What follows belongs to an exercise in optimizing a design on an open flow for small area; a production flow would make more cautious choices. Where RTL was checked, it was by simulation tests only, not by an equivalence proof against the original. No driver is modelled on the clock port, so clocking that relies on it looks cheaper here than on a real chip.

==> flow/design.v (excerpt) <==
module jtag_txn_seq #(
    parameter integer MAX_POLLS = 200
) (
    input  wire        clk,
    input  wire        rst,
    input  wire        req_valid,
    output wire        req_ready,
    input  wire [3:0]  req_cmd,
    input  wire [31:0] req_addr,
    input  wire [31:0] req_wdata,
    output wire        rsp_valid,
    input  wire        rsp_ready,
    output wire [2:0]  rsp_status,
    output wire [1:0]  rsp_kind,
    output wire [31:0] rsp_rdata,
    output wire [31:0] rsp_idcode,
    output wire        rsp_dev_found,
    output wire [7:0]  rsp_dev_desc,
    output wire [7:0]  rsp_tp_err,
    output wire        port_suspect,
    input  wire        port_resync,
    output wire [31:0] seq_status,
    output wire [31:0] dbg_poll_count,
    output wire        tp_cmd_valid,
    input  wire        tp_cmd_ready,
    output reg  [1:0]  tp_cmd_op,
    output reg  [5:0]  tp_cmd_width,
    output reg  [31:0] tp_cmd_bits,
    input  wire        tp_rsp_valid,
    input  wire        tp_rsp_ok,
    input  wire [31:0] tp_rsp_bits,
    input  wire [7:0]  tp_rsp_err,
    output wire [10:0] cat_mfg_id,
    output wire [15:0] cat_part_id,
    input  wire        cat_found,
    input  wire [7:0]  cat_desc
);
Size: roughly 660 cells after synthesis, about 75 flip-flops, roughly 0.0049 mm² of cells after synthesis.
==> flow/config.mk <==
export PLATFORM = sky130hd
export DESIGN_NAME = jtag_txn_seq
export DESIGN_NICKNAME = jtag_txn_seq
export VERILOG_FILES = /design/flow/design.v
export SDC_FILE = /design/flow/constraint.sdc
export NUM_CORES = 4
export LEC_CHECK = 0
export ABC_AREA = 1
export CAP_MARGIN = 20
export CORE_MARGIN = 2
export CORE_UTILIZATION = 40
export CTS_BUF_LIST = sky130_fd_sc_hd__clkbuf_8
export PLACE_DENSITY = 0.6
export SLEW_MARGIN = 20
==> flow/constraint.sdc <==
create_clock -name core_clock -period 10.0 [get_ports {clk}]
set_input_delay 2.0000 -clock core_clock [delete_from_list [all_inputs] [get_ports {clk}]]
set_output_delay 2.0000 -clock core_clock [all_outputs]
set_load 0.01 [all_outputs]
standard.sh (not shown) runs the stock make flow with config.mk's settings and CLKGATE_MAP_FILE= SYNTH_SCRIPT=/design/flow/synth_recipe.tcl, a recipe that flattens the netlist after the stock synthesis.
==> flow/flow/run.sh <==
#!/bin/bash
# Standard layout, with the port buffers made from the smallest buffer cell.
set -euo pipefail
export BUFFER_PORTS_ARGS="-buffer_cell sky130_fd_sc_hd__buf_1"
export SKIP_REPAIR_TIE_FANOUT=1
bash standard.sh > standard.log 2>&1
The baseline ran to the end with no violations.
Change:
--- a/flow/design.v
+++ b/flow/design.v
@@ -158,37 +158,25 @@
                             default:        phase <= phase + 4'd1;
                         endcase
                     end
                 end
             end
         end
     end
-    wire        a_load = accept;
-    wire        a_poll = answer && tp_rsp_ok && (phase == PH_STAT_POLL);
-    wire        a_hold = !a_load && !a_poll;
     always @(posedge clk) begin
-        if (idle)
-            a_q[31:12] <= req_addr[31:12];
-        a_q[11:0] <= ({12{a_load}} & req_addr[11:0])
-                   | ({12{a_poll}} & {poll_bits, poll_next})
-                   | ({12{a_hold}} & a_q[11:0]);
-    end
-    wire        w_load = idle;
-    wire        w_cap  = answer && (phase == PH_ID_SHIFT || phase == PH_RDATA_SHIFT || !tp_rsp_ok);
-    wire        w_ok   = w_cap && tp_rsp_ok;
-    wire        w_err  = w_cap && !tp_rsp_ok;
-    wire        w_hold = !w_load && !w_cap;
+        if (accept)
+            a_q <= req_addr;
+        else if (answer && tp_rsp_ok && phase == PH_STAT_POLL)
+            a_q[11:0] <= {poll_bits, poll_next};
+    end
     always @(posedge clk) begin
-        w_q[31:8] <= ({24{w_load}} & req_wdata[31:8])
-                   | ({24{w_cap}}  & tp_rsp_bits[31:8])
-                   | ({24{w_hold}} & w_q[31:8]);
-        w_q[7:0]  <= ({8{w_load}} & req_wdata[7:0])
-                   | ({8{w_ok}}   & tp_rsp_bits[7:0])
-                   | ({8{w_err}}  & tp_rsp_err)
-                   | ({8{w_hold}} & w_q[7:0]);
+        if (accept)
+            w_q <= req_wdata;
+        else if (answer && (phase == PH_ID_SHIFT || phase == PH_RDATA_SHIFT || !tp_rsp_ok))
+            w_q <= tp_rsp_ok ? tp_rsp_bits : {24'h0, tp_rsp_err};
     end
     wire is_respond = (phase == PH_RESPOND);
     wire is_fault   = (phase == PH_FAULT);
     wire [3:0] last_status = polled ? a_q[11:8] : 4'h0;
     wire       tp_error = waiting;
     wire       lst_fl   = last_status[STATUS_FL_BIT];
     wire       lst_rd   = last_status[STATUS_RD_BIT];
- flip-flop and latch count stays the same
- global-route usage drops by 2.6 points
- utilization climbs by 0.12 points
- clock skew drops by 0.0036 ns
- area after synthesis climbs by 4.1%
- non-clock buffer count climbs by 1
- cell area climbs by 4.9%
- critical path depth drops by 4
Only the layout flow was run in the second run of this note; the RTL was not checked for function there.

## run 1
Another version of the RTL of jtag_txn_seq (not shown whole).
For scale: roughly 74 flip-flops, roughly 350 I/O pins, about 4300 µm² of cells after synthesis.
export LEC_CHECK = 0
export ABC_AREA = 1
export CAP_MARGIN = 20
export CORE_MARGIN = 2
export CORE_UTILIZATION = 40
export CTS_BUF_LIST = sky130_fd_sc_hd__clkbuf_8
export PLACE_DENSITY = 0.6
export SLEW_MARGIN = 20
create_clock -name core_clock -period 10.0 [get_ports {clk}]
==> flow/flow/run.sh <==
#!/bin/bash
# Standard layout with these changes:
#  * synthesis is the standard script without the fixed adder cells, with
#    an area-oriented ABC script
#    (flow/abc_area.script) in place of ORFS's abc_area.script;
#  * the port buffers are made from the smallest buffer cell, and constant
#    outputs share one tie cell;
#  * the clock tree has no dummy balancing loads, and lightly loaded leaf
#    buffers are downsized (flow/clkresize.tcl).
set -euo pipefail
export BUFFER_PORTS_ARGS="-buffer_cell sky130_fd_sc_hd__buf_1"
export SKIP_REPAIR_TIE_FANOUT=1
export CTS_ARGS="-sink_clustering_enable -repair_clock_nets -dont_use_dummy_load -buf_list sky130_fd_sc_hd__clkbuf_8"
rm -rf scripts_abc
cp -r "$FLOW_HOME/scripts" scripts_abc
cp flow/abc_area.script scripts_abc/abc_area.script
# no fixed adder cells: ABC maps the adders with the rest of the logic
ADDER_MAP_FILE= SCRIPTS_DIR="$PWD/scripts_abc" bash standard.sh synth > synth.log 2>&1
bash standard.sh cts > cts.log 2>&1
RESULTS="$PWD/orfs/results/sky130hd/jtag_txn_seq/base" SLEW_MAX=0.115 \
  openroad -no_init -exit flow/clkresize.tcl > clkresize.log 2>&1
bash standard.sh > standard.log 2>&1
Other scripts of this flow, unchanged in this note and not shown: flow/flow/abc_area.script, flow/flow/clkresize.tcl
## Diff of input files: run 2 against run 1
diff --git a/flow/design.v b/flow/design.v
--- a/flow/design.v
+++ b/flow/design.v
@@ -162,31 +162,31 @@
                     end
                 end
             end
         end
     end
     wire        rw_req = !req_illegal && (req_op != K_IDENTIFY);
     wire        a_load = !rst && accept && rw_req;
     wire        a_poll = !rst && answer && tp_rsp_ok && (phase == PH_STAT_POLL);
     wire        a_clr  = rst || (accept && !rw_req) ||
                          (answer && (phase == PH_ADDR_SHIFT || (phase == PH_ADDR_SEL && !tp_rsp_ok)));
     wire        a_hold = !a_load && !a_poll && !a_clr && !accept;
     always @(posedge clk) begin
-        if (idle)
+        if (accept)
             a_q[31:12] <= req_addr[31:12];
         a_q[11:0] <= ({12{a_load}} & req_addr[11:0])
                    | ({12{a_poll}} & {poll_bits, poll_next})
                    | ({12{a_hold}} & a_q[11:0]);
     end
-    wire        w_load = idle;
+    wire        w_load = accept;
     wire        w_cap  = answer && (!kind[1] || !tp_rsp_ok);
     wire        w_ok   = w_cap && tp_rsp_ok;
     wire        w_err  = w_cap && !tp_rsp_ok;
     wire        w_hold = !w_load && !w_cap;
     always @(posedge clk) begin
         w_q[31:8] <= ({24{w_load}} & req_wdata[31:8])
                    | ({24{w_cap}}  & tp_rsp_bits[31:8])
                    | ({24{w_hold}} & w_q[31:8]);
         w_q[7:0]  <= ({8{w_load}} & req_wdata[7:0])
                    | ({8{w_ok}}   & tp_rsp_bits[7:0])
                    | ({8{w_err}}  & tp_rsp_err)
                    | ({8{w_hold}} & w_q[7:0]);
Findings:
- All of run 2 and run 1 finish clean.
- Delta (run 2 minus run 1): synthesized area ~0 delta, smallest setup slack after layout +0.16 ns, met3 wirelength from detailed routing +210 µm, die area ~0 delta.
- Met3 track demand over resource in global routing: run 2 vs run 1 up 1.3 points
- Taking run 1 as the reference point, the number of DRC markers after the initial detailed-route iteration of run 2 rises by 35.
- Diff run 1..run 2 | summed area of non-filler cells in the final layout | negligible
- Compared with run 1, run 2 shows a total length of routed met2 wires that is 2.2% higher.
- Relative slew slack: run 2 and run 1 compared, higher one is run 1

[separate check: timing with driven ports]
Ports are ideal in the flow. The routed layouts listed here were re-timed in OpenROAD. Step 1: set_driving_cell puts a clkbuf_16 on clk and a buf_2 on each other input, an assumption about the parent block. Step 2 adds t to the input delays and takes it off the output delays; t is the mean of the earliest and latest rising clock arrival at the registers after step 1. Input paths then give back, and output paths get back, about the clock's delay inside the block. a / b / c = ideal ports / drivers / drivers and shift; a / b = the first two.
run | t, ns | setup slack, ns | worst data-port slew with drivers (ns)
the first run of note 1 | 0.398 | 5.409 / 5.376 / 5.482 | 0.08
the second run of note 1 | 0.386 | 5.465 / 5.439 / 5.439 | 0.08
run 1 | 0.427 | 4.692 / 4.662 / 5.090 | 0.09
run 2 | 0.427 | 4.856 / 4.823 / 5.250 | 0.10
After both steps every run listed still meets setup and hold. The setup slack of the second run of note 1, which loses most, moves by -0.026 ns with the drivers and by -0.026 ns with both steps.
